Background: an optimization exercise with open tools, aiming at small area, a short achievable clock period and few clock cycles per item. Do not read the settings as production practice.
Function was checked by simulation only, so behaviour that the tests miss may differ from the original.

==> design.v <==
module demosaic_rgb_stream (
    input  wire        clk,
    input  wire        rst,         
    input  wire        in_valid,
    output wire        in_ready,
    input  wire [79:0] in_col,      
    input  wire        in_last,     
    input  wire [15:0] max_val,     
    input  wire [4:0]  shift,       
    input  wire        row_odd,     
    output reg         out_valid,
    input  wire        out_ready,
    output reg  [15:0] out_r,
    output reg  [15:0] out_g,
    output reg  [15:0] out_b,
    output reg         out_last
);
    reg [15:0] cfg_max;
    reg [4:0]  cfg_shift;
    reg        cfg_odd;
    reg [79:0] w0, w1, w2, w3, w4;
    reg        win_valid;    
    reg        win_odd;      
    reg        win_last;     
    reg [1:0]  in_cnt;       
    reg [1:0]  flush_cnt;    
    wire advance = !out_valid || out_ready;
    assign in_ready = advance && (flush_cnt == 2'd0);
    wire take = in_valid && in_ready;
    always @(posedge clk) begin
        if (rst) begin
            win_valid <= 1'b0;
            win_odd   <= 1'b0;
            win_last  <= 1'b0;
            in_cnt    <= 2'd0;
            flush_cnt <= 2'd0;
        end else if (advance) begin
            if (flush_cnt != 2'd0) begin
                w0 <= w1; w1 <= w2; w2 <= w3; w3 <= w4; w4 <= w3;
                win_valid <= 1'b1;
                win_odd   <= ~win_odd;
                win_last  <= (flush_cnt == 2'd1);
                flush_cnt <= flush_cnt - 2'd1;
            end else if (take) begin
                win_last <= 1'b0;
                if (in_cnt == 2'd0) begin
                    w4        <= in_col;
                    cfg_max   <= max_val;
                    cfg_shift <= shift;
                    cfg_odd   <= row_odd;
                    win_valid <= 1'b0;
                    in_cnt    <= 2'd1;
                end else if (in_cnt == 2'd1) begin
                    w1 <= w4; w2 <= in_col; w3 <= w4; w4 <= in_col;
                    win_valid <= 1'b0;
                    win_odd   <= 1'b1;      
                    in_cnt    <= 2'd2;
                end else begin
                    w0 <= w1; w1 <= w2; w2 <= w3; w3 <= w4; w4 <= in_col;
                    win_valid <= 1'b1;
                    win_odd   <= ~win_odd;
                end
                if (in_last) begin
                    flush_cnt <= 2'd2;
                    in_cnt    <= 2'd0;
                end
            end else begin
                win_valid <= 1'b0;
            end
        end
    end
    wire signed [31:0] s_m2_0  = {16'd0, w2[ 0 +: 16]};
    wire signed [31:0] s_m1_m1 = {16'd0, w1[16 +: 16]};
    wire signed [31:0] s_m1_0  = {16'd0, w2[16 +: 16]};
    wire signed [31:0] s_m1_p1 = {16'd0, w3[16 +: 16]};
    wire signed [31:0] s_0_m2  = {16'd0, w0[32 +: 16]};
    wire signed [31:0] s_0_m1  = {16'd0, w1[32 +: 16]};
    wire signed [31:0] s_0_0   = {16'd0, w2[32 +: 16]};
    wire signed [31:0] s_0_p1  = {16'd0, w3[32 +: 16]};
    wire signed [31:0] s_0_p2  = {16'd0, w4[32 +: 16]};
    wire signed [31:0] s_p1_m1 = {16'd0, w1[48 +: 16]};
    wire signed [31:0] s_p1_0  = {16'd0, w2[48 +: 16]};
    wire signed [31:0] s_p1_p1 = {16'd0, w3[48 +: 16]};
    wire signed [31:0] s_p2_0  = {16'd0, w2[64 +: 16]};
    wire signed [31:0] acc_green =
          4 * s_0_0
        + 2 * (s_m1_0 + s_p1_0 + s_0_m1 + s_0_p1)
        -     (s_m2_0 + s_p2_0 + s_0_m2 + s_0_p2);
    wire signed [31:0] acc_row =
          10 * s_0_0
        +  8 * (s_0_m1 + s_0_p1)
        -  2 * (s_0_m2 + s_0_p2)
        -  2 * (s_m1_m1 + s_m1_p1 + s_p1_m1 + s_p1_p1)
        +      (s_m2_0 + s_p2_0);
    wire signed [31:0] acc_col =
          10 * s_0_0
        +  8 * (s_m1_0 + s_p1_0)
        -  2 * (s_m2_0 + s_p2_0)
        -  2 * (s_m1_m1 + s_m1_p1 + s_p1_m1 + s_p1_p1)
        +      (s_0_m2 + s_0_p2);
    wire signed [31:0] acc_opp =
          12 * s_0_0
        +  4 * (s_m1_m1 + s_m1_p1 + s_p1_m1 + s_p1_p1)
        -  3 * (s_m2_0 + s_p2_0 + s_0_m2 + s_0_p2);
    function signed [31:0] tdiv_pow2;
        input signed [31:0] a;
        input integer       k;
        reg   signed [31:0] bias;
        begin
            bias = a[31] ? ((32'sd1 <<< k) - 32'sd1) : 32'sd0;
            tdiv_pow2 = (a + bias) >>> k;
        end
    endfunction
    function [15:0] kout;
        input signed [31:0] q;
        input [15:0]        mx;
        input [4:0]         sh;
        begin
            if (q < 0)
                kout = 16'd0;
            else if (q >= $signed({16'd0, mx}))
                kout = mx >> sh;
            else
                kout = q[15:0] >> sh;
        end
    endfunction
    wire [15:0] k_green = kout(tdiv_pow2(acc_green, 3), cfg_max, cfg_shift);
    wire [15:0] k_row   = kout(tdiv_pow2(acc_row,   4), cfg_max, cfg_shift);
    wire [15:0] k_col   = kout(tdiv_pow2(acc_col,   4), cfg_max, cfg_shift);
    wire [15:0] k_opp   = kout(tdiv_pow2(acc_opp,   4), cfg_max, cfg_shift);
    wire [15:0] native  = w2[32 +: 16] >> cfg_shift;
    reg [15:0] pix_r, pix_g, pix_b;
    always @(*) begin
        case ({cfg_odd, win_odd})
            2'b00:   begin pix_r = native; pix_g = k_green; pix_b = k_opp;   end  
            2'b01:   begin pix_r = k_row;  pix_g = native;  pix_b = k_col;   end  
            2'b10:   begin pix_r = k_col;  pix_g = native;  pix_b = k_row;   end  
            default: begin pix_r = k_opp;  pix_g = k_green; pix_b = native;  end  
        endcase
    end
    always @(posedge clk) begin
        if (rst) begin
            out_valid <= 1'b0;
        end else if (advance) begin
            out_valid <= win_valid;
            if (win_valid) begin
                out_r    <= pix_r;
                out_g    <= pix_g;
                out_b    <= pix_b;
                out_last <= win_last;
            end
        end
    end
endmodule
==> run.sh <==
#!/bin/bash
# synth_recipe.tcl (not shown) runs the flow's synth.tcl, then flattens the netlist and writes it again
# the make line also repeats each setting of config.mk as NAME=value (left out here)
make -C /OpenROAD-flow-scripts/flow DESIGN_CONFIG=/design/flow/config.mk WORK_HOME=/design/flow/orfs CLKGATE_MAP_FILE= SYNTH_SCRIPT=/design/flow/synth_recipe.tcl finish
==> config.mk <==
export PLATFORM = sky130hd
export DESIGN_NAME = demosaic_rgb_stream
export DESIGN_NICKNAME = demosaic_rgb_stream
export VERILOG_FILES = /design/flow/design.v
export SDC_FILE = /design/flow/constraint.sdc
export NUM_CORES = 4
export LEC_CHECK = 0
export CAP_MARGIN = 20
export CORE_MARGIN = 2
export CORE_UTILIZATION = 40
export SLEW_MARGIN = 20
==> constraint.sdc <==
create_clock -name core_clock -period 16.0 [get_ports {clk}]
set_input_delay 3.2000 -clock core_clock [delete_from_list [all_inputs] [get_ports {clk}]]
set_output_delay 3.2000 -clock core_clock [all_outputs]
set_load 0.01 [all_outputs]
==> summary.txt <==
## per-layer routing
metal  global-route usage  vias to the layer above  routed length, µm
met5                    0                        -                  0
met2                0.420                     1299              62600
met1                0.363                    16900              62300
li1                     -                    16200                  -
met3               0.0332                      294               8790
met4                0.123                        0               7470
## sequential cells by signal, summed over array words and instances, names as in the netlist
signal     count
w2            80
w3            80
w4            80
w1            48
cfg_max       16
out_b         16
out_g         16
out_r         16
w0            16
cfg_shift      5
flush_cnt      2
in_cnt         2
cfg_odd        1
out_last       1
out_valid      1
win_last       1
win_odd        1
win_valid      1
## synth_stat cells (21+ instances only)
cell        n  area share
o31ai_1    27      0.0050
mux2_2    195       0.054
or2_2      40      0.0061
and2_1     32      0.0049
xor2_1     80       0.017
nor3_1     92       0.011
a21o_1     76       0.014
edfxtp_1  375        0.28
ha_1      378        0.12
mux2i_1    52       0.013
o21a_1     43      0.0079
clkbuf_1  139       0.013
o211ai_1   51      0.0094
fa_1      184       0.090
o21ai_0   201       0.025
inv_1     427       0.039
nand2_1   256       0.024
nor4_1     42      0.0064
a21oi_1   276       0.034
nor2_1    254       0.023
nand3_1   105       0.013
nand2b_1   31      0.0047
a31oi_1    46      0.0070
o21bai_1   60       0.011
a211oi_1   59       0.011
and3_1     43      0.0066
or3_1      36      0.0055
a221oi_1   21      0.0045
nor2b_1    48      0.0073
nand4_1    44      0.0067
xnor2_1   169       0.036
## cell type report
type / count / area [µm²] / area share
Multi-Input combinational cell: 3355 / 27200 / 0.600
Tap cell: 1368 / 1710 / 0.0377
Timing Repair Buffer: 201 / 1910 / 0.0421
Sequential cell: 383 / 11400 / 0.251
Clock inverter: 31 / 339 / 0.00747
Clock buffer: 52 / 1170 / 0.0258
Inverter: 433 / 1630 / 0.0358
## worst max path at each step
stage                     startpoint                   to  slack (ns)  cells after the start
floorplan                  out_ready     w1[16]$_DFFE_PP_        3.48                      3
global placement    w3[18]$_DFFE_PP_   out_b[7]$_DFFE_PP_        2.01                     44
detailed placement  w3[17]$_DFFE_PP_   out_b[7]$_DFFE_PP_        1.76                     48
CTS                 w3[17]$_DFFE_PP_   out_b[7]$_DFFE_PP_        1.67                     48
global route        w3[17]$_DFFE_PP_  out_b[15]$_DFFE_PP_        0.31                     49
finish              w3[17]$_DFFE_PP_   out_b[0]$_DFFE_PP_        1.35                     49
## cells by family (layout without fill, tap and decap cells)
group	count (synthesis)	in the layout
buffers and inverters	599	717
adder cells (fa/ha/maj)	562	562
XOR/XNOR	250	250
flip-flops	383	383
AO/OA/AOI/OAI	1192	1192
AND/OR/NAND/NOR	1099	1099
multiplexers	252	252
## cells in the final DEF (no fill, tap or decap), types with 80 or more instances in the layout
cell type        count
inv_1              427
ha_1               377
edfxtp_1           375
a21oi_1            276
nand2_1            255
nor2_1             252
o21ai_0            201
mux2_2             195
fa_1               184
xnor2_1            169
clkdlybuf4s50_1    157
nand3_1            105
nor3_1              91
xor2_1              80
## per-stage QoR
stage | setup slack, ns | std cells | cell area (µm²) | utilization
6_report | 1.35 | 5823 | 45400 | 0.447
4_1_cts | 1.67 | 5823 | 45400 | 0.447
3_5_place_dp | 1.76 | 5740 | 43900 | 0.432
3_3_place_gp | 2.01 | 5739 | 43900 | 0.432
2_1_floorplan | 3.48 | 4337 | 40900 | -
5_1_grt | 0.305 | 5823 | 45400 | 0.447
==> results by group <==
Status
  – Outcome: timing/DRC/antenna clean

Drt
  – Detail Route Antenna Nets: 0
  – Via Count: 34,700
  – WL final: roughly 140,000 µm
  – First drt pass iteration count: 8
  – Vias per cell: 5.96
  – Iter 0 DRT Violations: around 3,200
  – Post-DR wirelength/cell: approximately 24 µm
  – Residual DRC: 0

CTS
  – # resized after CTS: 0
  – CTS sink count: between 300 and 400
  – Hold Buf Count CTS: 0
  – CTS tree: done
  – Worst skew pair latency: 0.66 ns
  – Post-CTS Repair Setup Buffers: 0
  – Worst-path clk slew: 0.06 ns
  – CTS Buf Count: 46
  – CTS Buffer Depth: 3
  – H-tree levels: 2
  – Root Buffer: clkbuf_16

Critical path
  – Crit path required time: 16.39 ns
  – Critical path capture point type: flip-flop
  – R2r startpoint: w3[17]$_DFFE_PP_
  – Maximum fanout along the worst path: 15
  – Critical register-to-register path endpoint: out_b[0]$_DFFE_PP_
  – Top delay family on crit path: compound AO/OA/AOI/OAI gates
  – Crit path arrival time: roughly 15 ns
  – CP Class: reg -> reg
  – Crit path launch type: flip-flop
  – Worst reg2reg setup slack: approximately 1.3 ns
  – Worst Path Buf+Inv: 5
  – Critical path's slowest cell: a2111oi_1
  – Crit path largest cell delay: ~0.96 ns
  – Worst r2r path cells: about 50

Global routing
  – Vias in the first global route: around 33,000
  – Overall routing resource usage: 0.266
  – Largest net degree at the start of global routing: between 100 and 150
  – Congestion Overflow GR: 0
  – First-pass GRT wire length: between 200,000 and 250,000 µm
  – Initial antenna violation count: 0

Yosys
  – Synth Area in Compound Gates: 0.201
  – Synth Area in XOR/XNOR: 0.0538
  – Largest family of logic cells by synthesized area: adder cells
  – Synth cell types: approximately 110
  – Mux share of post-synthesis cell area: 0.0690
  – Main synth FF type: edfxtp_1
  – Post-Syn Instances: approximately 4,300
  – Seq/Total Area, Yosys: 0.279
  – Synthesized flop and latch total: around 380
  – Share of flip-flops with an asynchronous set or reset: 0
  – Post-synth EDFFs: 375
  – Synth Area in Adders: 0.206
  – Post-synthesis simple-gate area fraction: 0.135
  – Synth warn: 1
  – Mean area per synthesized cell: around 9.4 µm²
  – Post-Syn Nets: 5,006
  – Mapped Area: 40,900 µm²

Finish
  – Ratio of cells with drive above 1 in the final layout: 0.0927
  – Nets: just over 5,000
  – N_diodes: 0
  – Area grow syn2layout: 11.1%
  – Fillers: a little under 10,000

Floorplan
  – Starting Density: 0.402
  – Die ar.: 105,000 µm²
  – Overall die height: 324 µm
  – Die width: 324 µm
  – Core region area: about 100,000 µm²
  – I/O Pins: 158
  – Cell Rows: 117

Worst hold path
  – Worst Hold Class: reg -> reg
  – Worst hold start: w4[69]$_DFFE_PP_
  – Hold depth: 0
  – Hold Crit Endpoint: w3[69]$_DFFE_PP_

Placed design
  – Final Wtd Congestion: a little over 1
  – Final HPWL DP: about 110,000 µm
  – I/O Buffers: between 150 and 200

Timing
  – Worst hold slack: 0.413 ns
  – Max_slew headroom: 0.188
  – TNS Setup: 0 ns
  – RSZ-0062 raised after global routing: no
  – Slew @ Worst Pin: 1.22 ns
  – Clock Skews: 0.0499 ns
  – Final period util: 0.916
  – Fin crit period: 14.65 ns
  – Max frequency: around 0.068 GHz
  – Final Setup Violations: 0
  – Final hold violations: 0
  – Pins Over Slew Limit: 0

Job
  – Max Cap Viol: 0
Testbench counts, summed over its fixed seeds: cycles 31,010, pixels 30,610.

afterwards: timing with drivers on the ports:
The flow's constraints put no driver on any port. The routed layout listed below was extracted and timed again, unchanged, in two steps. Step 1 sets driving cells, clkbuf_16 on the clock port and buf_2 on the other inputs (assumed; they add their load-dependent delay and slew). Step 2, shift: input delay + t, output delay - t, t = (earliest + latest rising clock arrival at the registers) / 2. This alone moves slack from input paths to output paths. a / b / c = ideal / step 1 / step 2; a / b = the first two.
shift t [ns]: 0.710
slack for setup (ns): 1.346 / 1.346 / 1.346
worst slew at a driven data input, ns: 0.07
After both steps setup and hold are still met in this run. The setup slack of this run moves by 0.000 ns with the drivers and by 0.000 ns with both steps.
